Context: an optimization exercise on an open-source flow, tuned for small area, a short achievable clock period and few clock cycles per item. The choices shown serve that exercise and are no tape-out recipe. Only simulation tests tie the RTL to the original design; equivalence was not proved. Power figures rest on the tool's default switching activity, not on a simulated workload.

==> flow/design.v <==
module modsynth (
    input  wire        clk,
    input  wire        rst,
    input  wire        cmd_valid,
    output wire        cmd_ready,
    input  wire [2:0]  cmd_data,
    output wire        smp_valid,
    input  wire        smp_ready,
    output wire [15:0] smp_data
);
    reg        busy;    
    reg        past0;   
    reg        f2;      
    reg        half;    
    reg        neg;     
    reg        dir;     
    reg  [8:0] a;       
    reg [15:0] smp_q;   
    assign cmd_ready = ~busy & ~rst;
    assign smp_valid =  busy & ~rst;
    assign smp_data  = smp_q;
    wire accept = cmd_valid & cmd_ready & (cmd_data[2:1] != 2'b11);
    wire emit   = smp_valid & smp_ready;
    wire last   = past0 & ~dir & (a == (f2 ? 9'd4 : 9'd10));
    wire [3:0]  d    = f2 ? 4'd4 : 4'd10;
    wire [9:0]  up   = {1'b0, a} + {6'd0, d};         
    wire [9:0]  dn   = {1'b0, a} - {6'd0, d};         
    wire        up_o = (up > 10'd499);
    wire        dn_o = dn[9];
    wire [9:0]  up_r = 10'd999 - up;
    wire [9:0]  dn_r = {6'd0, d} - {1'b0, a};
    reg  [8:0] a_n;
    reg        dir_n, neg_n;
    always @* begin
        a_n = a; dir_n = dir; neg_n = neg;
        if (!dir) begin
            if (up_o) begin a_n = up_r[8:0]; dir_n = 1'b1; end
            else            a_n = up[8:0];
        end else begin
            if (dn_o) begin a_n = dn_r[8:0]; dir_n = 1'b0; neg_n = ~neg; end
            else            a_n = dn[8:0];
        end
    end
    wire [14:0] f;
    wire [5:0] ah = a[8:3];
    wire [2:0] al = a[2:0];
    wire [15:0] tb = (ah[5] ? (ah[4] ? (ah[3] ? (ah[2] ? (ah[1] ? 16'd65532 : (ah[0] ? 16'd65493 : 16'd65408)) : (ah[1] ? (ah[0] ? 16'd65286 : 16'd65125) : (ah[0] ? 16'd64922 : 16'd64678))) : (ah[2] ? (ah[1] ? (ah[0] ? 16'd64392 : 16'd64065) : (ah[0] ? 16'd63696 : 16'd63284)) : (ah[1] ? (ah[0] ? 16'd62840 : 16'd62348) : (ah[0] ? 16'd61826 : 16'd61260)))) : (ah[3] ? (ah[2] ? (ah[1] ? (ah[0] ? 16'd60654 : 16'd60010) : (ah[0] ? 16'd59331 : 16'd58610)) : (ah[1] ? (ah[0] ? 16'd57853 : 16'd57063) : (ah[0] ? 16'd56232 : 16'd55368))) : (ah[2] ? (ah[1] ? (ah[0] ? 16'd54467 : 16'd53535) : (ah[0] ? 16'd52562 : 16'd51567)) : (ah[1] ? (ah[0] ? 16'd50528 : 16'd49462) : (ah[0] ? 16'd48370 : 16'd47242))))) : (ah[4] ? (ah[3] ? (ah[2] ? (ah[1] ? (ah[0] ? 16'd46083 : 16'd44895) : (ah[0] ? 16'd43682 : 16'd42436)) : (ah[1] ? (ah[0] ? 16'd41169 : 16'd39874) : (ah[0] ? 16'd38555 : 16'd37208))) : (ah[2] ? (ah[1] ? (ah[0] ? 16'd35841 : 16'd34448) : (ah[0] ? 16'd33034 : 16'd31596)) : (ah[1] ? (ah[0] ? 16'd30146 : 16'd28672) : (ah[0] ? 16'd27180 : 16'd25672)))) : (ah[3] ? (ah[2] ? (ah[1] ? (ah[0] ? 16'd24145 : 16'd22606) : (ah[0] ? 16'd21049 : 16'd19484)) : (ah[1] ? (ah[0] ? 16'd17902 : 16'd16313) : (ah[0] ? 16'd14712 : 16'd13096))) : (ah[2] ? (ah[1] ? (ah[0] ? 16'd11477 : 16'd9855) : (ah[0] ? 16'd8222 : 16'd6581)) : (ah[1] ? (ah[0] ? 16'd4941 : 16'd3294) : (ah[0] ? 16'd1648 : 16'd0))))));
    wire [7:0] ts = (ah[5] ? (ah[4] ? (ah[3] ? (ah[2] ? (ah[1] ? 8'd1 : (ah[0] ? 8'd5 : 8'd11)) : (ah[1] ? (ah[0] ? 8'd16 : 8'd21) : (ah[0] ? 8'd26 : 8'd31))) : (ah[2] ? (ah[1] ? (ah[0] ? 8'd36 : 8'd41) : (ah[0] ? 8'd46 : 8'd52)) : (ah[1] ? (ah[0] ? 8'd56 : 8'd62) : (ah[0] ? 8'd66 : 8'd71)))) : (ah[3] ? (ah[2] ? (ah[1] ? (ah[0] ? 8'd76 : 8'd81) : (ah[0] ? 8'd85 : 8'd90)) : (ah[1] ? (ah[0] ? 8'd95 : 8'd99) : (ah[0] ? 8'd104 : 8'd108))) : (ah[2] ? (ah[1] ? (ah[0] ? 8'd113 : 8'd117) : (ah[0] ? 8'd122 : 8'd125)) : (ah[1] ? (ah[0] ? 8'd130 : 8'd134) : (ah[0] ? 8'd137 : 8'd141))))) : (ah[4] ? (ah[3] ? (ah[2] ? (ah[1] ? (ah[0] ? 8'd145 : 8'd149) : (ah[0] ? 8'd152 : 8'd156)) : (ah[1] ? (ah[0] ? 8'd159 : 8'd162) : (ah[0] ? 8'd165 : 8'd168))) : (ah[2] ? (ah[1] ? (ah[0] ? 8'd171 : 8'd174) : (ah[0] ? 8'd177 : 8'd180)) : (ah[1] ? (ah[0] ? 8'd182 : 8'd184) : (ah[0] ? 8'd187 : 8'd189)))) : (ah[3] ? (ah[2] ? (ah[1] ? (ah[0] ? 8'd191 : 8'd193) : (ah[0] ? 8'd195 : 8'd196)) : (ah[1] ? (ah[0] ? 8'd198 : 8'd199) : (ah[0] ? 8'd200 : 8'd202))) : (ah[2] ? (ah[1] ? (ah[0] ? 8'd203 : 8'd203) : (ah[0] ? 8'd204 : 8'd205)) : (ah[1] ? (ah[0] ? 8'd205 : 8'd206) : (ah[0] ? 8'd206 : 8'd206))))));
    wire [1:0] tr = (a[8] ? (a[7] ? (a[6] ? (a[5] ? (a[4] ? (a[1] ? (a[0] ? 2'd0 : 2'd0) : (a[0] ? 2'd0 : 2'd0)) : (a[3] ? (a[2] ? (a[1] ? (a[0] ? 2'd0 : 2'd2) : (a[0] ? 2'd2 : 2'd2)) : (a[1] ? (a[0] ? 2'd2 : 2'd2) : (a[0] ? 2'd1 : 2'd0))) : (a[2] ? (a[1] ? (a[0] ? 2'd0 : 2'd1) : (a[0] ? 2'd2 : 2'd3)) : (a[1] ? (a[0] ? 2'd3 : 2'd3) : (a[0] ? 2'd3 : 2'd2))))) : (a[4] ? (a[3] ? (a[2] ? (a[1] ? (a[0] ? 2'd0 : 2'd2) : (a[0] ? 2'd3 : 2'd3)) : (a[1] ? (a[0] ? 2'd3 : 2'd3) : (a[0] ? 2'd3 : 2'd2))) : (a[2] ? (a[1] ? (a[0] ? 2'd0 : 2'd2) : (a[0] ? 2'd2 : 2'd3)) : (a[1] ? (a[0] ? 2'd3 : 2'd3) : (a[0] ? 2'd2 : 2'd2)))) : (a[3] ? (a[2] ? (a[1] ? (a[0] ? 2'd0 : 2'd1) : (a[0] ? 2'd2 : 2'd2)) : (a[1] ? (a[0] ? 2'd2 : 2'd2) : (a[0] ? 2'd1 : 2'd0))) : (a[2] ? (a[1] ? (a[0] ? 2'd0 : 2'd1) : (a[0] ? 2'd2 : 2'd2)) : (a[1] ? (a[0] ? 2'd2 : 2'd1) : (a[0] ? 2'd1 : 2'd0)))))) : (a[5] ? (a[4] ? (a[3] ? (a[2] ? (a[1] ? (a[0] ? 2'd0 : 2'd1) : (a[0] ? 2'd1 : 2'd2)) : (a[1] ? (a[0] ? 2'd2 : 2'd1) : (a[0] ? 2'd1 : 2'd0))) : (a[2] ? (a[1] ? (a[0] ? 2'd0 : 2'd2) : (a[0] ? 2'd2 : 2'd2)) : (a[1] ? (a[0] ? 2'd2 : 2'd2) : (a[0] ? 2'd1 : 2'd0)))) : (a[3] ? (a[2] ? (a[1] ? (a[0] ? 2'd1 : 2'd2) : (a[0] ? 2'd2 : 2'd3)) : (a[1] ? (a[0] ? 2'd3 : 2'd2) : (a[0] ? 2'd1 : 2'd0))) : (a[2] ? (a[1] ? (a[0] ? 2'd0 : 2'd1) : (a[0] ? 2'd2 : 2'd3)) : (a[1] ? (a[0] ? 2'd3 : 2'd3) : (a[0] ? 2'd3 : 2'd2))))) : (a[4] ? (a[3] ? (a[2] ? (a[1] ? (a[0] ? 2'd1 : 2'd2) : (a[0] ? 2'd3 : 2'd3)) : (a[1] ? (a[0] ? 2'd3 : 2'd2) : (a[0] ? 2'd1 : 2'd0))) : (a[2] ? (a[1] ? (a[0] ? 2'd0 : 2'd1) : (a[0] ? 2'd2 : 2'd3)) : (a[1] ? (a[0] ? 2'd3 : 2'd3) : (a[0] ? 2'd3 : 2'd2)))) : (a[3] ? (a[2] ? (a[1] ? (a[0] ? 2'd1 : 2'd1) : (a[0] ? 2'd2 : 2'd2)) : (a[1] ? (a[0] ? 2'd2 : 2'd2) : (a[0] ? 2'd1 : 2'd0))) : (a[2] ? (a[1] ? (a[0] ? 2'd1 : 2'd1) : (a[0] ? 2'd2 : 2'd2)) : (a[1] ? (a[0] ? 2'd2 : 2'd1) : (a[0] ? 2'd1 : 2'd0))))))) : (a[6] ? (a[5] ? (a[4] ? (a[3] ? (a[2] ? (a[1] ? (a[0] ? 2'd0 : 2'd1) : (a[0] ? 2'd1 : 2'd2)) : (a[1] ? (a[0] ? 2'd2 : 2'd2) : (a[0] ? 2'd1 : 2'd0))) : (a[2] ? (a[1] ? (a[0] ? 2'd0 : 2'd0) : (a[0] ? 2'd2 : 2'd2)) : (a[1] ? (a[0] ? 2'd2 : 2'd2) : (a[0] ? 2'd2 : 2'd0)))) : (a[3] ? (a[2] ? (a[1] ? (a[0] ? 2'd1 : 2'd2) : (a[0] ? 2'd2 : 2'd2)) : (a[1] ? (a[0] ? 2'd2 : 2'd2) : (a[0] ? 2'd0 : 2'd0))) : (a[2] ? (a[1] ? (a[0] ? 2'd1 : 2'd2) : (a[0] ? 2'd2 : 2'd2)) : (a[1] ? (a[0] ? 2'd2 : 2'd2) : (a[0] ? 2'd1 : 2'd0))))) : (a[4] ? (a[3] ? (a[2] ? (a[1] ? (a[0] ? 2'd0 : 2'd1) : (a[0] ? 2'd2 : 2'd2)) : (a[1] ? (a[0] ? 2'd2 : 2'd2) : (a[0] ? 2'd1 : 2'd1))) : (a[2] ? (a[1] ? (a[0] ? 2'd1 : 2'd2) : (a[0] ? 2'd2 : 2'd2)) : (a[1] ? (a[0] ? 2'd1 : 2'd2) : (a[0] ? 2'd0 : 2'd0)))) : (a[3] ? (a[2] ? (a[1] ? (a[0] ? 2'd0 : 2'd1) : (a[0] ? 2'd1 : 2'd2)) : (a[1] ? (a[0] ? 2'd2 : 2'd2) : (a[0] ? 2'd1 : 2'd0))) : (a[2] ? (a[1] ? (a[0] ? 2'd1 : 2'd2) : (a[0] ? 2'd2 : 2'd2)) : (a[1] ? (a[0] ? 2'd2 : 2'd2) : (a[0] ? 2'd1 : 2'd0)))))) : (a[5] ? (a[4] ? (a[3] ? (a[2] ? (a[1] ? (a[0] ? 2'd0 : 2'd1) : (a[0] ? 2'd1 : 2'd2)) : (a[1] ? (a[0] ? 2'd2 : 2'd2) : (a[0] ? 2'd2 : 2'd1))) : (a[2] ? (a[1] ? (a[0] ? 2'd0 : 2'd1) : (a[0] ? 2'd1 : 2'd2)) : (a[1] ? (a[0] ? 2'd2 : 2'd2) : (a[0] ? 2'd1 : 2'd0)))) : (a[3] ? (a[2] ? (a[1] ? (a[0] ? 2'd0 : 2'd1) : (a[0] ? 2'd2 : 2'd3)) : (a[1] ? (a[0] ? 2'd3 : 2'd3) : (a[0] ? 2'd3 : 2'd2))) : (a[2] ? (a[1] ? (a[0] ? 2'd1 : 2'd2) : (a[0] ? 2'd2 : 2'd2)) : (a[1] ? (a[0] ? 2'd2 : 2'd2) : (a[0] ? 2'd0 : 2'd0))))) : (a[4] ? (a[3] ? (a[2] ? (a[1] ? (a[0] ? 2'd0 : 2'd1) : (a[0] ? 2'd2 : 2'd3)) : (a[1] ? (a[0] ? 2'd3 : 2'd3) : (a[0] ? 2'd3 : 2'd2))) : (a[2] ? (a[1] ? (a[0] ? 2'd0 : 2'd1) : (a[0] ? 2'd2 : 2'd3)) : (a[1] ? (a[0] ? 2'd3 : 2'd3) : (a[0] ? 2'd3 : 2'd2)))) : (a[3] ? (a[2] ? (a[1] ? (a[0] ? 2'd1 : 2'd2) : (a[0] ? 2'd2 : 2'd2)) : (a[1] ? (a[0] ? 2'd2 : 2'd1) : (a[0] ? 2'd1 : 2'd0))) : (a[2] ? (a[1] ? (a[0] ? 2'd1 : 2'd1) : (a[0] ? 2'd2 : 2'd2)) : (a[1] ? (a[0] ? 2'd2 : 2'd1) : (a[0] ? 2'd1 : 2'd0)))))))) : (a[7] ? (a[6] ? (a[5] ? (a[4] ? (a[3] ? (a[2] ? (a[1] ? (a[0] ? 2'd0 : 2'd2) : (a[0] ? 2'd2 : 2'd2)) : (a[1] ? (a[0] ? 2'd2 : 2'd2) : (a[0] ? 2'd1 : 2'd1))) : (a[2] ? (a[1] ? (a[0] ? 2'd0 : 2'd1) : (a[0] ? 2'd1 : 2'd2)) : (a[1] ? (a[0] ? 2'd2 : 2'd2) : (a[0] ? 2'd2 : 2'd2)))) : (a[3] ? (a[2] ? (a[1] ? (a[0] ? 2'd1 : 2'd1) : (a[0] ? 2'd2 : 2'd2)) : (a[1] ? (a[0] ? 2'd2 : 2'd1) : (a[0] ? 2'd1 : 2'd0))) : (a[2] ? (a[1] ? (a[0] ? 2'd0 : 2'd1) : (a[0] ? 2'd2 : 2'd2)) : (a[1] ? (a[0] ? 2'd2 : 2'd2) : (a[0] ? 2'd2 : 2'd2))))) : (a[4] ? (a[3] ? (a[2] ? (a[1] ? (a[0] ? 2'd0 : 2'd1) : (a[0] ? 2'd1 : 2'd2)) : (a[1] ? (a[0] ? 2'd2 : 2'd2) : (a[0] ? 2'd1 : 2'd1))) : (a[2] ? (a[1] ? (a[0] ? 2'd1 : 2'd1) : (a[0] ? 2'd2 : 2'd2)) : (a[1] ? (a[0] ? 2'd2 : 2'd1) : (a[0] ? 2'd1 : 2'd0)))) : (a[3] ? (a[2] ? (a[1] ? (a[0] ? 2'd0 : 2'd1) : (a[0] ? 2'd1 : 2'd1)) : (a[1] ? (a[0] ? 2'd1 : 2'd1) : (a[0] ? 2'd0 : 2'd0))) : (a[2] ? (a[1] ? (a[0] ? 2'd1 : 2'd2) : (a[0] ? 2'd2 : 2'd2)) : (a[1] ? (a[0] ? 2'd2 : 2'd1) : (a[0] ? 2'd1 : 2'd0)))))) : (a[5] ? (a[4] ? (a[3] ? (a[2] ? (a[1] ? (a[0] ? 2'd0 : 2'd1) : (a[0] ? 2'd1 : 2'd1)) : (a[1] ? (a[0] ? 2'd1 : 2'd1) : (a[0] ? 2'd0 : 2'd0))) : (a[2] ? (a[1] ? (a[0] ? 2'd0 : 2'd1) : (a[0] ? 2'd1 : 2'd1)) : (a[1] ? (a[0] ? 2'd1 : 2'd1) : (a[0] ? 2'd0 : 2'd0)))) : (a[3] ? (a[2] ? (a[1] ? (a[0] ? 2'd0 : 2'd0) : (a[0] ? 2'd1 : 2'd1)) : (a[1] ? (a[0] ? 2'd1 : 2'd1) : (a[0] ? 2'd1 : 2'd0))) : (a[2] ? (a[1] ? (a[0] ? 2'd0 : 2'd1) : (a[0] ? 2'd1 : 2'd2)) : (a[1] ? (a[0] ? 2'd2 : 2'd2) : (a[0] ? 2'd2 : 2'd2))))) : (a[4] ? (a[3] ? (a[2] ? (a[1] ? (a[0] ? 2'd0 : 2'd0) : (a[0] ? 2'd1 : 2'd1)) : (a[1] ? (a[0] ? 2'd1 : 2'd1) : (a[0] ? 2'd0 : 2'd0))) : (a[2] ? (a[1] ? (a[0] ? 2'd1 : 2'd2) : (a[0] ? 2'd2 : 2'd2)) : (a[1] ? (a[0] ? 2'd2 : 2'd1) : (a[0] ? 2'd1 : 2'd0)))) : (a[3] ? (a[2] ? (a[1] ? (a[0] ? 2'd0 : 2'd0) : (a[0] ? 2'd1 : 2'd0)) : (a[1] ? (a[0] ? 2'd1 : 2'd1) : (a[0] ? 2'd1 : 2'd1))) : (a[2] ? (a[1] ? (a[0] ? 2'd0 : 2'd0) : (a[0] ? 2'd1 : 2'd0)) : (a[1] ? (a[0] ? 2'd1 : 2'd1) : (a[0] ? 2'd1 : 2'd0))))))) : (a[6] ? (a[5] ? (a[4] ? (a[3] ? (a[2] ? (a[1] ? (a[0] ? 2'd0 : 2'd1) : (a[0] ? 2'd1 : 2'd2)) : (a[1] ? (a[0] ? 2'd2 : 2'd2) : (a[0] ? 2'd1 : 2'd2))) : (a[2] ? (a[1] ? (a[0] ? 2'd0 : 2'd0) : (a[0] ? 2'd1 : 2'd1)) : (a[1] ? (a[0] ? 2'd1 : 2'd1) : (a[0] ? 2'd1 : 2'd1)))) : (a[3] ? (a[2] ? (a[1] ? (a[0] ? 2'd0 : 2'd1) : (a[0] ? 2'd1 : 2'd2)) : (a[1] ? (a[0] ? 2'd2 : 2'd2) : (a[0] ? 2'd2 : 2'd2))) : (a[2] ? (a[1] ? (a[0] ? 2'd1 : 2'd1) : (a[0] ? 2'd1 : 2'd1)) : (a[1] ? (a[0] ? 2'd1 : 2'd1) : (a[0] ? 2'd1 : 2'd0))))) : (a[4] ? (a[3] ? (a[2] ? (a[1] ? (a[0] ? 2'd0 : 2'd0) : (a[0] ? 2'd1 : 2'd1)) : (a[1] ? (a[0] ? 2'd1 : 2'd1) : (a[0] ? 2'd1 : 2'd1))) : (a[2] ? (a[1] ? (a[0] ? 2'd0 : 2'd1) : (a[0] ? 2'd1 : 2'd1)) : (a[1] ? (a[0] ? 2'd1 : 2'd1) : (a[0] ? 2'd0 : 2'd1)))) : (a[3] ? (a[2] ? (a[1] ? (a[0] ? 2'd1 : 2'd1) : (a[0] ? 2'd1 : 2'd1)) : (a[1] ? (a[0] ? 2'd1 : 2'd0) : (a[0] ? 2'd0 : 2'd0))) : (a[2] ? (a[1] ? (a[0] ? 2'd0 : 2'd1) : (a[0] ? 2'd1 : 2'd1)) : (a[1] ? (a[0] ? 2'd2 : 2'd2) : (a[0] ? 2'd2 : 2'd2)))))) : (a[5] ? (a[4] ? (a[3] ? (a[2] ? (a[1] ? (a[0] ? 2'd0 : 2'd1) : (a[0] ? 2'd1 : 2'd2)) : (a[1] ? (a[0] ? 2'd1 : 2'd2) : (a[0] ? 2'd2 : 2'd2))) : (a[2] ? (a[1] ? (a[0] ? 2'd1 : 2'd1) : (a[0] ? 2'd1 : 2'd1)) : (a[1] ? (a[0] ? 2'd0 : 2'd1) : (a[0] ? 2'd0 : 2'd0)))) : (a[3] ? (a[2] ? (a[1] ? (a[0] ? 2'd0 : 2'd0) : (a[0] ? 2'd0 : 2'd0)) : (a[1] ? (a[0] ? 2'd0 : 2'd0) : (a[0] ? 2'd0 : 2'd0))) : (a[2] ? (a[1] ? (a[0] ? 2'd0 : 2'd1) : (a[0] ? 2'd1 : 2'd1)) : (a[1] ? (a[0] ? 2'd1 : 2'd1) : (a[0] ? 2'd1 : 2'd1))))) : (a[4] ? (a[3] ? (a[2] ? (a[1] ? (a[0] ? 2'd1 : 2'd1) : (a[0] ? 2'd1 : 2'd1)) : (a[1] ? (a[0] ? 2'd0 : 2'd1) : (a[0] ? 2'd0 : 2'd0))) : (a[2] ? (a[1] ? (a[0] ? 2'd0 : 2'd0) : (a[0] ? 2'd0 : 2'd0)) : (a[1] ? (a[0] ? 2'd0 : 2'd0) : (a[0] ? 2'd0 : 2'd1)))) : (a[3] ? (a[2] ? (a[1] ? (a[0] ? 2'd0 : 2'd0) : (a[0] ? 2'd0 : 2'd0)) : (a[1] ? (a[0] ? 2'd0 : 2'd0) : (a[0] ? 2'd0 : 2'd0))) : (a[2] ? (a[1] ? (a[0] ? 2'd0 : 2'd0) : (a[0] ? 2'd0 : 2'd0)) : (a[1] ? (a[0] ? 2'd0 : 2'd0) : (a[0] ? 2'd0 : 2'd0)))))))));
    wire [15:0] lin = tb + ts * al;
    assign f = lin[15:1] + tr;
    wire [15:0] g  = neg ? ~{1'b0, f} : {1'b0, f};
    wire [15:0] gs = half ? {g[15], g[15:1]} : g;
    wire [16:0] r  = {gs[15], gs} + 17'd1;
    wire [15:0] word = r[16:1];
    always @(posedge clk) begin
        if (rst)
            busy <= 1'b0;
        else if (accept)
            busy <= 1'b1;
        else if (emit && last)
            busy <= 1'b0;
    end
    always @(posedge clk) begin
        if (accept) begin
            f2    <= (cmd_data == 3'b010);
            half  <= (cmd_data == 3'b000);
            neg   <= (cmd_data == 3'b100);
            dir   <= 1'b0;
            a     <= (cmd_data == 3'b010) ? 9'd4 : 9'd10;
            past0 <= 1'b0;
            smp_q <= 16'd0;
        end else if (emit) begin
            a     <= a_n;
            dir   <= dir_n;
            neg   <= neg_n;
            past0 <= 1'b1;
            smp_q <= word;
        end
    end
endmodule
==> flow/run.sh <==
#!/bin/bash
# synth_recipe.tcl (not shown) runs the flow's synth.tcl, then flattens the netlist and writes it again
# the make line also repeats each setting of config.mk as NAME=value (left out here)
make -C /OpenROAD-flow-scripts/flow DESIGN_CONFIG=/design/flow/config.mk WORK_HOME=/design/flow/orfs CLKGATE_MAP_FILE= SYNTH_SCRIPT=/design/flow/synth_recipe.tcl finish
==> flow/config.mk <==
export PLATFORM = sky130hd
export DESIGN_NAME = modsynth
export DESIGN_NICKNAME = modsynth
export VERILOG_FILES = /design/flow/design.v
export SDC_FILE = /design/flow/constraint.sdc
export NUM_CORES = 4
export LEC_CHECK = 0
export ABC_AREA = 1
export CAP_MARGIN = 20
export CORE_MARGIN = 2
export CORE_UTILIZATION = 55
export SLEW_MARGIN = 20
export SYNTH_MEMORY_MAX_BITS = 65536
==> flow/constraint.sdc <==
create_clock -name core_clock -period 14.0 [get_ports {clk}]
set_input_delay 2.8000 -clock core_clock [delete_from_list [all_inputs] [get_ports {clk}]]
set_output_delay 2.8000 -clock core_clock [all_outputs]
set_load 0.01 [all_outputs]
==> results of run 1 <==
critical path, delay by kind of cell, from the launching register on:
| kind | cells | cell delay [ps] |
|---|---|---|
| AO/OA/AOI/OAI | 2 | 450 |
| XOR/XNOR | 1 | 150 |
| adder cells (fa/ha/maj) | 6 | 2870 |
| buffers and inverters | 5 | 1040 |
| flip-flops | 1 | 330 |
| AND/OR/NAND/NOR | 14 | 2130 |
path summary, 6_finish.rpt:
kind	startpoint	to	depth (start not counted)
worst max-delay path	a[3]$_DFFE_PP_	smp_q[13]$_SDFFE_PP0P_	28
worst min register to register	smp_q[12]$_SDFFE_PP0P_	smp_q[12]$_SDFFE_PP0P_	2
worst max register to register	a[3]$_DFFE_PP_	smp_q[13]$_SDFFE_PP0P_	28
worst min-delay path	smp_q[12]$_SDFFE_PP0P_	smp_q[12]$_SDFFE_PP0P_	2
logic make-up after synthesis:
group,Yosys count
buffers and inverters,212
AND/OR/NAND/NOR,626
flip-flops,31
AO/OA/AOI/OAI,240
XOR/XNOR,17
adder cells (fa/ha/maj),74
cell usage after synthesis, drive strengths merged, types with 2 or more instances:
| cell type | count |
|---|---|
| a31oi | 2 |
| a2111oi | 2 |
| a22o | 2 |
| o21bai | 2 |
| dfxtp | 19 |
| nand2 | 344 |
| nor2 | 123 |
| nand3 | 112 |
| a21boi | 3 |
| o22ai | 9 |
| o31ai | 6 |
| o211ai | 7 |
| a21oi | 73 |
| xnor2 | 4 |
| o41ai | 2 |
| edfxtp | 12 |
| a221oi | 4 |
| clkbuf | 26 |
| o311ai | 3 |
| xor2 | 13 |
| a22oi | 4 |
| buf | 22 |
| inv | 163 |
| o2111ai | 8 |
| or2 | 9 |
| o21ai | 94 |
| fa | 19 |
| ha | 55 |
| a211oi | 5 |
| a311oi | 2 |
| nand4 | 18 |
| o221ai | 8 |
| nor3 | 15 |
power groups by stage:
stage | logic (mW) | registers, mW | clock network [mW]
2_1_floorplan | 0.720 | 0.133 | 0
3_3_place_gp | 0.936 | 0.130 | 0
3_5_place_dp | 0.940 | 0.130 | 0
4_1_cts | 0.948 | 0.129 | 0.122
5_1_grt | 1.09 | 0.131 | 0.125
6_report | 0.963 | 0.129 | 0.120
cell type report:
class | count | area, um2
Timing Repair Buffer | 32 | 300.3
Clock inverter | 1 | 5.005
Tap cell | 172 | 215.2
Clock buffer | 7 | 163.9
Multi-Input combinational cell | 957 | 5445
Sequential cell | 31 | 740.7
Fill cell | 1254 | 5077
Inverter | 164 | 620.6
registers in the layout (all words and copies together) (netlist names):
| register | flops |
|---|---|
| a | 9 |
| busy | 1 |
| dir | 1 |
| f2 | 1 |
| half | 1 |
| neg | 1 |
| past0 | 1 |
| smp_q | 16 |
stage by stage:
stage / util [%] / cell area (um2) / std cells
after floorplan: - / 7038 / 1200
after global placement: 58.26 / 7322 / 1356
after detailed placement: 58.26 / 7322 / 1356
after CTS: 59.60 / 7491 / 1364
after global routing: 59.60 / 7491 / 1364
final: 59.60 / 7491 / 1364
metal layers:
layer / vias up / track usage, % / part of all wire, %
met5: - / 0 / 0
met4: 0 / 12.78 / 3.2
met3: 79 / 6.540 / 11
met2: 506 / 51.25 / 42
met1: 3667 / 50.03 / 43
li1: 3947 / - / -
==> qor.yml, run 1 <==
placed_design:
  io_buffers: 24
  gp_congestion: 1.122
  dp_slack_ps: 7065
  hpwl_um: 17600
logic_synthesis:
  synth_cells: 1200
  seq_area_frac_synth_pct: 10.52
  synth_top_family_by_area: "simple AND/OR/NAND/NOR gates"
  muxShareOfSynthArea_pct: 0
  yosysTopAreaCell: "nand2_1"
  ys_top_cells_by_area: "nand2_1 (17%), ha_1 (9.8%), inv_1 (8.2%), nand3_1 (7.3%), o21ai_0 (6.3%)"
  synthAdderAreaFrac_pct: 15.18
  syn-cell-area_um2: 7038
  yosysWarningCount: 1
  async_flop_share_pct: 0
  synth.net_count: 1281
  avgSynthCellArea_um2: 5.865
  synth_compound_area_share_pct: 20.27
  yosys.area_share.simple_pct: 39.80
  ys_ff_latch: 31
  synth_top_area_share_pct: 17.07
  synthXorXnorAreaFrac_pct: 2.116
  synthDistinctLibCells: 59
  dominantRegCellSynth: "dfxtp_1"
  synth_edf_count: 12
cells_and_area:
  antenna_cells: 0
  drive_gt1_share_pct: 7.383
  layout_common_cells: "nand2_1 (320), inv_1 (153), nor2_1 (108)"
  syn2layout_area_growth_pct: 6.435
  fin_nets: 1272
  final_common_cell: "nand2_1"
clock_tree:
  holdBufCountCts: 0
  numCtsBuffers: 5
  cts_resized: 0
  cts_sinks: 31
  cts_root_buf: "clkbuf_16"
  htreeDepth: 2
  worstSkewPairLatency_ps: 280
  cts_setup_buffers: 0
  tritoncts: "yes"
  clockBufferDepth: 2
  clkSlewWorstSetupHoldPaths_ps: 50
sta:
  timing.final.hold_violations: 0
  fin_tns_setup_ps: 0
  max_freq_ghz: 0.1408
  finalMaxSlewViolations: 0
  timing.final.ws_setup_ps: 6899
  fin_crit_ps: 7101
  finalCritPeriodShare_pct: 50.72
  worst_pin_slew_ps: 1031
  relSlewSlack_pct: 31.04
  setup_viol: 0
  finalClockSkew_ps: 6.227
  rsz0062_at_grt: "false"
  whs_ps: 454.7
floorplanning:
  design.portCount: 25
  die_x_um: 117.1
  core_area_um2: 12570
  num_rows: 41
  dieArea_um2: 13720
  start_util_pct: 56.00
  die_y_um: 117.1
power:
  p_leak_nw: 3.705
  p_switching_uw: 698.1
  total_power_mw: 1.213
  p_comb_share_pct: 79.4
  vdd_drop_max_v: 0.0001180
  pwr-share-seq_pct: 10.6
  pwr-share-clk_pct: 9.9
  switching_share_pct: 57.57
  powerDensity_nw_per_um2: 161.9
  intPower_uw: 514.6
worst_setup_path:
  path_class: "flip-flop to flip-flop"
  cp_data_arrival_time_ps: 7270
  crit_path_end_kind: "flip-flop"
  slowest_stage: "ha_1"
  setup.worst_path.start_class: "flip-flop"
  cpPeakStageDelay_ps: 570
  required_ps: 14170
  crit_path_max_fanout: 36
  r2r_setup_slack_ps: 6900
routing:
  firstDrtPassIters: 9
  routed_wl_um: 23600
  drtIter0Drc: 1076
  antenna_left: 0
  vias: 8199
  wl_per_cell_um: 17.30
  drc_errors: 0
  routed_via_density: 6.011
global_routing:
  grt_max_degree: 37
  grt-ovfl-total: 0
  grt_antenna_before_repair: 0
  grt_pass1_vias: 7393
  grt_pass1_wl_um: 37540
  grt_util_all_layers_pct: 34.63
run:
  maxCapViolations: 0
hold_path:
  worst_hold_path_type: "flip-flop to flip-flop"
outcome:
  status: "no timing/DRC/antenna violations"
Testbench counts, summed over its fixed seeds: cycles 128,128, items 128,000.
==> run 2, diff against run 1 <==
--- a/flow/design.v
+++ b/flow/design.v
@@ -16,4 +16,5 @@
     reg        dir;     
     reg  [8:0] a;       
+    reg [15:0] g_q;     
     reg [15:0] smp_q;   
     assign cmd_ready = ~busy & ~rst;
@@ -22,5 +23,5 @@
     wire accept = cmd_valid & cmd_ready & (cmd_data[2:1] != 2'b11);
     wire emit   = smp_valid & smp_ready;
-    wire last   = past0 & ~dir & (a == (f2 ? 9'd4 : 9'd10));
+    wire last   = past0 & ~dir & (a == (f2 ? 9'd8 : 9'd20));
     wire [3:0]  d    = f2 ? 4'd4 : 4'd10;
     wire [9:0]  up   = {1'b0, a} + {6'd0, d};         
@@ -51,5 +52,5 @@
     assign f = lin[15:1] + tr;
     wire [15:0] g  = neg ? ~{1'b0, f} : {1'b0, f};
-    wire [15:0] gs = half ? {g[15], g[15:1]} : g;
+    wire [15:0] gs = half ? {g_q[15], g_q[15:1]} : g_q;
     wire [16:0] r  = {gs[15], gs} + 17'd1;
     wire [15:0] word = r[16:1];
@@ -68,6 +69,8 @@
             neg   <= (cmd_data == 3'b100);
             dir   <= 1'b0;
-            a     <= (cmd_data == 3'b010) ? 9'd4 : 9'd10;
+            a     <= (cmd_data == 3'b010) ? 9'd8 : 9'd20;
             past0 <= 1'b0;
+            g_q   <= (cmd_data == 3'b010) ? 16'd412 :
+                     (cmd_data == 3'b100) ? ~16'd1030 : 16'd1030;
             smp_q <= 16'd0;
         end else if (emit) begin
@@ -76,4 +79,5 @@
             neg   <= neg_n;
             past0 <= 1'b1;
+            g_q   <= g;
             smp_q <= word;
         end
==> run 2 against run 1 <==
Net effect: critical path depth fell by 23; critical endpoint is now smp_valid; sequential cell count up 16; worst hold slack better by 19 ps; synthesized cell count fell by 0.17%; die area up 5.1%; combinational power down 19%; sequential power is 58% higher; utilization decreased by 0.28 points; first-iteration DRC count is 6.3% lower; setup slack improved by 360 ps; register-to-register slack better by 1000 ps; cell area grew 4.5%.
==> qor.yml, run 2 <==
logic_synthesis:
  syn-cell-area_um2: 7408
  synth_edf_count: 28
  ys_ff_latch: 47
  dominantRegCellSynth: "edfxtp_1"
  seq_area_frac_synth_pct: 16.48
  synthDistinctLibCells: 52
  ys_top_cells_by_area: "nand2_1 (16%), edfxtp_1 (11%), ha_1 (9.3%), inv_1 (7.8%), o21ai_0 (6.4%)"
  post-synth-top-count-cell: "nand2_1"
  synth.net_count: 1279
  synth_cells: 1198
  synth_top_area_share_pct: 15.50
  yosysTopAreaCell: "nand2_1"
  synthTopCellsByCount: "nand2_1 (306), inv_1 (154), nor2_1 (105), o21ai_0 (95), nand3_1 (91)"
  avgSynthCellArea_um2: 6.184
  async_flop_share_pct: 0
  yosysWarningCount: 1
global_routing:
  grt_pass1_vias: 7416
  grt_max_degree: 42
  grt_util_all_layers_pct: 33.10
  grt_antenna_before_repair: 0
  grt_pass1_wl_um: 38440
  grt-ovfl-total: 0
worst_setup_path:
  crit_path_end_kind: "primary output"
  slowest_stage: "clkdlybuf4s50_1"
  cpPeakStageDelay_ps: 540
  path_class: "input pin to primary output"
  cp_data_arrival_time_ps: 3940
  required_ps: 11200
  crit_chain: "clkdlybuf4s50_1, inv_1, nand2_1, inv_1, clkdlybuf4s50_1"
  crit_path_max_fanout: 2
  setup.worst_path.start_class: "input pin"
sta:
  finalCritPeriodShare_pct: 48.13
  relSlewSlack_pct: 29.94
  finalClockSkew_ps: 6.426
  timing.final.hold_violations: 0
  finalMaxSlewViolations: 0
  setup_viol: 0
  max_freq_ghz: 0.1484
  fin_tns_setup_ps: 0
  rsz0062_at_grt: "false"
  worst_pin_slew_ps: 1050
  fin_crit_ps: 6738
cells_and_area:
  final_cells: 1364
  layout.area.seq_um2: 1221
  fin_nets: 1268
  multiInputGateArea_um2: 5318
  final_common_cell: "nand2_1"
  antenna_cells: 0
  reg_top3: "g_q (16), smp_q (16), a (9)"
  n_fill_cell: 1318
  syn2layout_area_growth_pct: 5.624
  layout_common_cells: "nand2_1 (305), inv_1 (154), nor2_1 (105)"
  drive_gt1_share_pct: 5.556
  utilization_pct: 59.32
routing:
  routed_wl_um: 23620
  drtIter0Drc: 1008
  antenna_left: 0
  routed_via_density: 5.933
  drc_errors: 0
  wl_per_cell_um: 17.32
  vias: 8092
  firstDrtPassIters: 6
floorplanning:
  core_area_um2: 13190
  die_x_um: 120.1
  start_util_pct: 56.17
  dieArea_um2: 14410
  die_y_um: 120.1
  num_rows: 42
  design.portCount: 25
placed_design:
  dp.cells: 1356
  io_buffers: 24
  gp_congestion: 0.9883
  hpwl_um: 17580
clock_tree:
  htreeDepth: 2
  numCtsBuffers: 5
  clockBufferDepth: 2
  tritoncts: "yes"
  cts_sinks: 47
  cts_setup_buffers: 0
  holdBufCountCts: 0
  clkSlewWorstSetupHoldPaths_ps: 60
  cts_resized: 0
  worstSkewPairLatency_ps: 290
  cts_root_buf: "clkbuf_16"
outcome:
  status: "no timing/DRC/antenna violations"
hold_path:
  worst_hold_path_type: "flip-flop to flip-flop"
power:
  total_power_mw: 1.099
  vdd_drop_max_v: 0.0001796
  p_leak_nw: 3.705
  powerDensity_nw_per_um2: 140.4
run:
  maxCapViolations: 0
run 2: worst max-delay path: cells and delay by family:
family | cells | cell delay, ps
buf+inv | 4 | 1080
simple gates | 1 | 60
run 2: metrics by stage:
step	cell area (um2)	worst slack, ps	hold slack, ps
after floorplan	7408	8214	428.4
after global placement	7677	7279	438.7
after detailed placement	7677	7254	461.9
after CTS	7823	7257	473.8
after global routing	7825	7237	493.7
final	7825	7262	473.6
run 2: cell families after synthesis:
family                   Yosys count  synth area share, %
AO/OA/AOI/OAI                    255                20.08
buffers and inverters            215                11.77
flip-flops                        47                16.48
adder cells (fa/ha/maj)           74                14.42
XOR/XNOR                          29                3.429
AND/OR/NAND/NOR                  578                33.81
run 2: where the power goes:
group	internal (mW)	switching, mW	total, mW
registers	0.187	0.0168	0.204
clock network	0.0659	0.0525	0.118
logic	0.271	0.505	0.777
total	0.524	0.575	1.10
run 2: layout make-up:
cell class	instances	area share, %
Sequential cell	47	15.61
Clock buffer	5	1.599
Timing Repair Buffer	31	3.742
Multi-Input combinational cell	936	67.96
Tap cell	176	2.814
Clock inverter	3	0.2558
Inverter	166	8.027
run 2: worst paths after layout:
check	start	to	slack, ps	depth (start not counted)
setup / recovery	rst	smp_valid	7260	5
setup reg to reg	a[3]$_DFFE_PP_	g_q[13]$_DFFE_PP_	7930	29
hold / removal	smp_q[7]$_SDFFE_PP0P_	smp_q[7]$_SDFFE_PP0P_	470	2
hold reg to reg	smp_q[7]$_SDFFE_PP0P_	smp_q[7]$_SDFFE_PP0P_	470	2
run 2: metal layers:
metal	global-route usage [%]	share of wire [%]	vias up
li1	-	-	3950
met1	47.14	44	3614
met2	50.57	42	459
met3	6.036	10	69
met4	10.59	3.4	0
met5	0	0	-
Testbench counts of run 2, summed over its fixed seeds: cycles 128,128, items 128,000.
==> run 3, diff against run 2 <==
==> flow/flow/run.sh (new file) <==
#!/bin/bash
set -euo pipefail
bash standard.sh SETUP_SLACK_MARGIN=7.4 finish > standard.log 2>&1
==> flow/standard.sh (new file) <==
#!/bin/bash
# synth_recipe.tcl (not shown) runs the flow's synth.tcl, then flattens the netlist and writes it again
# the make line also repeats each setting of config.mk as NAME=value (left out here)
make -C /OpenROAD-flow-scripts/flow DESIGN_CONFIG=/design/flow/config.mk WORK_HOME=/design/flow/orfs CLKGATE_MAP_FILE= SYNTH_SCRIPT=/design/flow/synth_recipe.tcl "${@:-finish}"
removed: flow/run.sh
==> run 3 against run 2 <==
Net effect: still clean on timing, DRC and antenna; sequential cell count is the same; routed wire length is essentially flat; register-to-register slack is essentially flat; cell count is the same; area after synthesis is the same; global-route usage is the same; clock power is essentially flat; count of clock-buffer cells in the layout is the same; power is essentially flat; sequential power is essentially flat; first-iteration DRC count is the same; critical path type unchanged.
==> qor.yml, run 3 <==
routing:
  antenna_left: 0
  drc_errors: 0
  vias: 8104
  routed_wl_um: 23610
  drtIter0Drc: 1008
  firstDrtPassIters: 6
  routed_via_density: 5.941
  wl_per_cell_um: 17.31
floorplanning:
  dieArea_um2: 14410
  start_util_pct: 56.17
  die_x_um: 120.1
  die_y_um: 120.1
  num_rows: 42
  design.portCount: 25
  core_area_um2: 13190
clock_tree:
  cts_resized: 2
  cts_root_buf: "clkbuf_16"
  htreeDepth: 2
  holdBufCountCts: 0
  numCtsBuffers: 5
  tritoncts: "yes"
  clkSlewWorstSetupHoldPaths_ps: 60
  cts_sinks: 47
  cts_setup_buffers: 0
  worstSkewPairLatency_ps: 290
  clockBufferDepth: 2
logic_synthesis:
  dominantRegCellSynth: "edfxtp_1"
  synth_top_family_by_area: "simple AND/OR/NAND/NOR gates"
  avgSynthCellArea_um2: 6.184
  seq_area_frac_synth_pct: 16.48
  post-synth-top-count-cell: "nand2_1"
  synth_cells: 1198
  synthTopCellsByCount: "nand2_1 (306), inv_1 (154), nor2_1 (105), o21ai_0 (95), nand3_1 (91)"
  syn-cell-area_um2: 7408
  muxShareOfSynthArea_pct: 0
  synth_compound_area_share_pct: 20.08
  yosysWarningCount: 1
  synth_top_area_share_pct: 15.50
  synth_edf_count: 28
  synthAdderAreaFrac_pct: 14.42
  yosys.area_share.simple_pct: 33.81
  ys_ff_latch: 47
  yosysTopAreaCell: "nand2_1"
  synthDistinctLibCells: 52
  ys_top_cells_by_area: "nand2_1 (16%), edfxtp_1 (11%), ha_1 (9.3%), inv_1 (7.8%), o21ai_0 (6.4%)"
  synth.net_count: 1279
  synthXorXnorAreaFrac_pct: 3.428
  async_flop_share_pct: 0
sta:
  finalClockSkew_ps: 6.788
  rsz0062_at_grt: "false"
  worst_pin_slew_ps: 1042
  fin_tns_setup_ps: 0
  relSlewSlack_pct: 30.43
  max_freq_ghz: 0.1534
  finalMaxSlewViolations: 0
  fin_crit_ps: 6517
  timing.final.hold_violations: 0
  finalCritPeriodShare_pct: 46.55
  setup_viol: 0
power:
  p_leak_nw: 3.712
  vdd_drop_max_v: 0.0001796
  powerDensity_nw_per_um2: 140.4
cells_and_area:
  syn2layout_area_growth_pct: 5.590
  fin_area_um2: 7823
  layout_common_cells: "nand2_1 (305), inv_1 (154), nor2_1 (105)"
  drive_gt1_share_pct: 5.556
  antenna_cells: 0
  utilization_pct: 59.31
  reg_top3: "g_q (16), smp_q (16), a (9)"
  final_common_cell: "nand2_1"
  fin_nets: 1268
global_routing:
  grt_max_degree: 42
  grt_antenna_before_repair: 0
  grt.met3_usage_pct: 6.036
  grt_pass1_vias: 7416
  grt_pass1_wl_um: 38440
  grtUsageMet1_pct: 47.14
  grt_util_all_layers_pct: 33.10
  grt-ovfl-total: 0
  busiest_layer: "met2"
  grtUsageMet2_pct: 50.57
worst_setup_path:
  crit_path_max_fanout: 2
  setup.worst_path.start_class: "input pin"
  timing.rr.end: "g_q[13]$_DFFE_PP_"
  path_class: "input pin to primary output"
  cp_data_arrival_time_ps: 3720
  required_ps: 11200
  rr_worst_depth: 29
  reg2reg_from: "a[3]$_DFFE_PP_"
  crit_path_end_kind: "primary output"
  r2r_setup_slack_ps: 7930
placed_design:
  hpwl_um: 17580
  gp_congestion: 0.9883
  io_buffers: 24
  dpl_cell_area_um2: 7677
hold_path:
  worst_hold_path_type: "flip-flop to flip-flop"
  hold_depth: 2
  min_to: "smp_q[7]$_SDFFE_PP0P_"
  hold_start: "smp_q[7]$_SDFFE_PP0P_"
run:
  maxCapViolations: 0
outcome:
  status: "no timing/DRC/antenna violations"
run 3: worst max-delay path by stage:
stage,from,endpoint,slack (ps),cells past startpoint
detailed placement,rst,smp_valid,7250,5
CTS,rst,smp_valid,7480,5
global route,a[5]$_SDFFCE_PP0P_,g_q[13]$_DFFE_PP_,7460,27
global placement,rst,smp_valid,7280,5
floorplan,rst,cmd_ready,8210,1
finish,rst,smp_valid,7480,5
run 3: through the flow:
stage / setup WS (ps) / power, mW / std cells / hold WS (ps)
after floorplan: 8214 / 0.7935 / 1198 / 428.4
after global placement: 7279 / 0.9624 / 1356 / 438.7
after detailed placement: 7254 / 0.9711 / 1356 / 461.9
after CTS: 7481 / 1.091 / 1364 / 473.8
after global routing: 7457 / 1.216 / 1364 / 493.7
final: 7483 / 1.098 / 1364 / 473.6
run 3: per-layer routing:
| metal | up-vias | share of wire, % |
|---|---|---|
| li1 | 3956 | - |
| met1 | 3617 | 44 |
| met2 | 469 | 42 |
| met3 | 62 | 11 |
| met4 | 0 | 3.3 |
| met5 | - | 0 |
run 3: critical path: stages:
cell and delay [ps]:
clkdlybuf4s50_1 470, inv_1 40, nand2_1 70, inv_1 50, dlygate4sd2_1 280
run 3: final cells by class:
class                   count  area, um2
well taps                 176      220.2
repair buffers             31      290.3
clock buffers               5      125.1
clock inverters             3      20.02
flip-flops and latches     47       1221
multi-input cells         936       5318
fillers                  1320       5368
inverters                 166      628.1
run 3: cell families after synthesis:
family	count (synthesis)
fa+ha+maj	74
buf+inv	215
simple gates	578
xor+xnor	29
compound gates	255
flops	47
run 3: report_power, final:
part           leakage (nW)  total [mW]  internal (mW)  switching, mW
logic                  3.22       0.776          0.271          0.505
registers             0.419       0.204          0.187         0.0168
clock network        0.0674       0.119         0.0659         0.0527
==> run 4, diff against run 3 <==
==> flow/flow/run.sh (replaced) <==
#!/bin/bash
# The standard layout (the standard.sh: ORFS synthesis to finish, unchanged
# scripts and constraints) with three knobs changed for a shorter achieved
# period: the ports get buf_2 buffers (not delay buffers), sizing may swap
# cells of different footprints, and the timing repair aims at a setup slack
# of 7.8 ns.
set -euo pipefail
bash standard.sh SETUP_SLACK_MARGIN=7.8 MATCH_CELL_FOOTPRINT=0 \
    "BUFFER_PORTS_ARGS=-buffer_cell sky130_fd_sc_hd__buf_2" finish > standard.log 2>&1
==> run 4 against run 3 <==
Net effect: register-to-register slack gained 310 ps; clock skew is 0.67 ps lower; count of clock-buffer cells in the layout unchanged; non-clock buffer count increased by 3; critical endpoint unchanged; area after synthesis stayed put; global-route usage up 0.39 points; cell count up 0.22%; sequential power barely moved; die area stayed put; synthesized cell count unchanged; power is 1.4% higher.
==> qor.yml, run 4 <==
clock_tree:
  numCtsBuffers: 5
  tritoncts: "yes"
  clkSlewWorstSetupHoldPaths_ps: 60
  worstSkewPairLatency_ps: 290
  clockBufferDepth: 2
  htreeDepth: 2
  cts_root_buf: "clkbuf_16"
  cts_sinks: 47
logic_synthesis:
  post-synth-top-count-cell: "nand2_1"
  synth_edf_count: 28
  synthDistinctLibCells: 52
  synth.net_count: 1279
  synthTopCellsByCount: "nand2_1 (306), inv_1 (154), nor2_1 (105), o21ai_0 (95), nand3_1 (91)"
  syn-cell-area_um2: 7408
  async_flop_share_pct: 0
  ys_ff_latch: 47
  seq_area_frac_synth_pct: 16.48
  avgSynthCellArea_um2: 6.184
  synth_top_area_share_pct: 15.50
  dominantRegCellSynth: "edfxtp_1"
  yosysTopAreaCell: "nand2_1"
  synth_cells: 1198
  yosysWarningCount: 1
  ys_top_cells_by_area: "nand2_1 (16%), edfxtp_1 (11%), ha_1 (9.3%), inv_1 (7.8%), o21ai_0 (6.4%)"
cells_and_area:
  reg_top3: "g_q (16), smp_q (16), a (9)"
  layout_common_cells: "nand2_1 (306), inv_1 (152), nor2_1 (104)"
  antenna_cells: 0
  drive_gt1_share_pct: 8.144
  final_cells: 1367
  final_common_cell: "nand2_1"
  fin_nets: 1271
  syn2layout_area_growth_pct: 5.151
  fin_area_um2: 7790
routing:
  drc_errors: 0
  drtIter0Drc: 1176
  wl_per_cell_um: 17.50
  vias: 8215
  routed_via_density: 6.010
  routed_wl_um: 23930
  firstDrtPassIters: 5
  antenna_left: 0
floorplanning:
  dieArea_um2: 14410
  die_x_um: 120.1
  core_area_um2: 13190
  num_rows: 42
  start_util_pct: 56.17
  design.portCount: 25
  die_y_um: 120.1
global_routing:
  grt_antenna_before_repair: 0
  grt_pass1_wl_um: 39050
  grt_pass1_vias: 7477
  grt_util_all_layers_pct: 33.49
  grt_max_degree: 42
  grt-ovfl-total: 0
run:
  maxCapViolations: 0
sta:
  whs_ps: 466.7
  rsz0062_at_grt: "false"
  worst_pin_slew_ps: 841.1
  finalMaxSlewViolations: 0
  relSlewSlack_pct: 43.87
  setup_viol: 0
  max_freq_ghz: 0.1672
  finalClockSkew_ps: 6.121
  fin_crit_ps: 5983
  finalCritPeriodShare_pct: 42.73
  fin_tns_setup_ps: 0
  timing.final.hold_violations: 0
placed_design:
  gp_congestion: 1.105
  dpl_cell_area_um2: 7565
  io_buffers: 24
  hpwl_um: 17840
  dp.cells: 1357
worst_setup_path:
  cp_data_arrival_time_ps: 3180
  setup.worst_path.start_class: "input pin"
  required_ps: 11200
  crit_path_max_fanout: 2
  crit_path_end_kind: "primary output"
  path_class: "input pin to primary output"
power:
  p_leak_nw: 3.756
  vdd_drop_max_v: 0.0001546
  powerDensity_nw_per_um2: 142.9
hold_path:
  worst_hold_path_type: "flip-flop to flip-flop"
outcome:
  status: "no timing/DRC/antenna violations"
==> run 4: changes by cell type in the layout (fill, tap and decap cells not counted), moves of 2 or more <==
| cell | previous run | this run |
|---|---|---|
| buf_6 | 0 | 2 |
| clkdlybuf4s50_1 | 22 | 0 |
| inv_1 | 154 | 152 |
| buf_8 | 0 | 2 |
| buf_2 | 0 | 24 |
| clkinvlp_4 | 1 | 3 |
| dlygate4sd2_1 | 2 | 0 |
==> run 4: final timing paths <==
check	start	to	slack [ps]	depth (start not counted)
hold reg to reg	smp_q[10]$_SDFFE_PP0P_	smp_q[10]$_SDFFE_PP0P_	470	2
hold / removal	smp_q[10]$_SDFFE_PP0P_	smp_q[10]$_SDFFE_PP0P_	470	2
setup reg to reg	a[6]$_SDFFCE_PP0P_	g_q[13]$_DFFE_PP_	8240	26
setup / recovery	rst	smp_valid	8020	5
==> run 4: cell families after synthesis <==
family / share of synthesized area (%)
DFF: 16.48
xor gates and xnor gates: 3.429
and+or+nand+nor: 33.81
adders and majority gates: 14.42
AOI/OAI and AO/OA: 20.08
buffers and inverters: 11.77
==> run 4: power breakdown <==
group / total (mW) / internal (mW) / switching (mW)
sequential: 0.204 / 0.187 / 0.0168
combinational: 0.772 / 0.264 / 0.508
clock: 0.138 / 0.0849 / 0.0530
total: 1.11 / 0.536 / 0.577
==> run 4: per-stage QoR <==
| stage | power, mW | utilization [%] | setup slack [ps] |
|---|---|---|---|
| final | 1.113 | 59.06 | 8017 |
| after global routing | 1.230 | 59.06 | 7762 |
| after CTS | 1.102 | 58.67 | 7898 |
| after detailed placement | 0.9616 | 57.35 | 7676 |
| after global placement | 0.9614 | 57.35 | 7856 |
| after floorplan | 0.7935 | - | 8214 |
==> run 4: what timing repair did <==
action | in CTS | in global routing
setup buffers | 0 | 1
setup endpoints to repair | 4 | 8
hold buffers | 0 | 0
gates resized for setup | 1 | 8
pin swaps | 0 | 1
==> run 4: worst max-delay path, stage by stage <==
cell,delay (ps)
buf_2,110
inv_1,40
nand2_1,50
inv_1,60
buf_2,120
==> run 4: final cells by class <==
cell class              count  area (um2)
clock buffers               5       125.1
flip-flops and latches     47        1221
multi-input cells         936        5324
well taps                 176       220.2
repair buffers             34       217.7
clock inverters             3       46.29
fillers                  1339        5400
inverters                 166       635.6
==> run 4: metal layers <==
layer	track usage [%]	routed length [um]	vias up
met2	50.89	10230	472
li1	-	-	3955
met4	12.72	842	0
met3	5.703	2592	75
met1	47.33	10260	3713
met5	0	0	-

[separate check: timing with driven ports]
The flow's constraints put no driver on any port. The routed layouts listed below were extracted and timed again, unchanged, in two steps. Step 1 (the two cells are an assumption about what drives the block):
set clk [get_ports {clk}]
set_driving_cell -lib_cell sky130_fd_sc_hd__clkbuf_16 $clk
set_driving_cell -lib_cell sky130_fd_sc_hd__buf_2 [delete_from_list [all_inputs] $clk]
Step 2 adds t to the input delays and takes it off the output delays; t is the mean of the earliest and latest rising clock arrival at the registers after step 1. Input paths then give back, and output paths get back, about the clock's delay inside the block. Slacks: ideal ports / drivers / drivers and shift; pairs: ideal ports / drivers.
| run | t (ns) | slack for setup (ns) | worst setup path after step 2 | clock arrival spread, ns | slew at the worst register clock pin (ns) |
|---|---|---|---|---|---|
| run 1 | 0.309 | 6.899 / 6.899 / 6.899 | register to register | 0.006 / 0.007 | 0.06 / 0.06 |
| run 2 | 0.320 | 7.262 / 7.239 / 7.239 | input to output | 0.007 / 0.007 | 0.07 / 0.07 |
| run 3 | 0.319 | 7.483 / 7.458 / 7.458 | input to output | 0.007 / 0.006 | 0.07 / 0.07 |
| run 4 | 0.324 | 8.017 / 7.998 / 7.998 | input to output | 0.006 / 0.006 | 0.07 / 0.07 |
After both steps setup and hold are still met in every run listed. For run 3, which loses most, drivers alone change the setup slack by -0.025 ns; drivers and shift together by -0.025 ns.
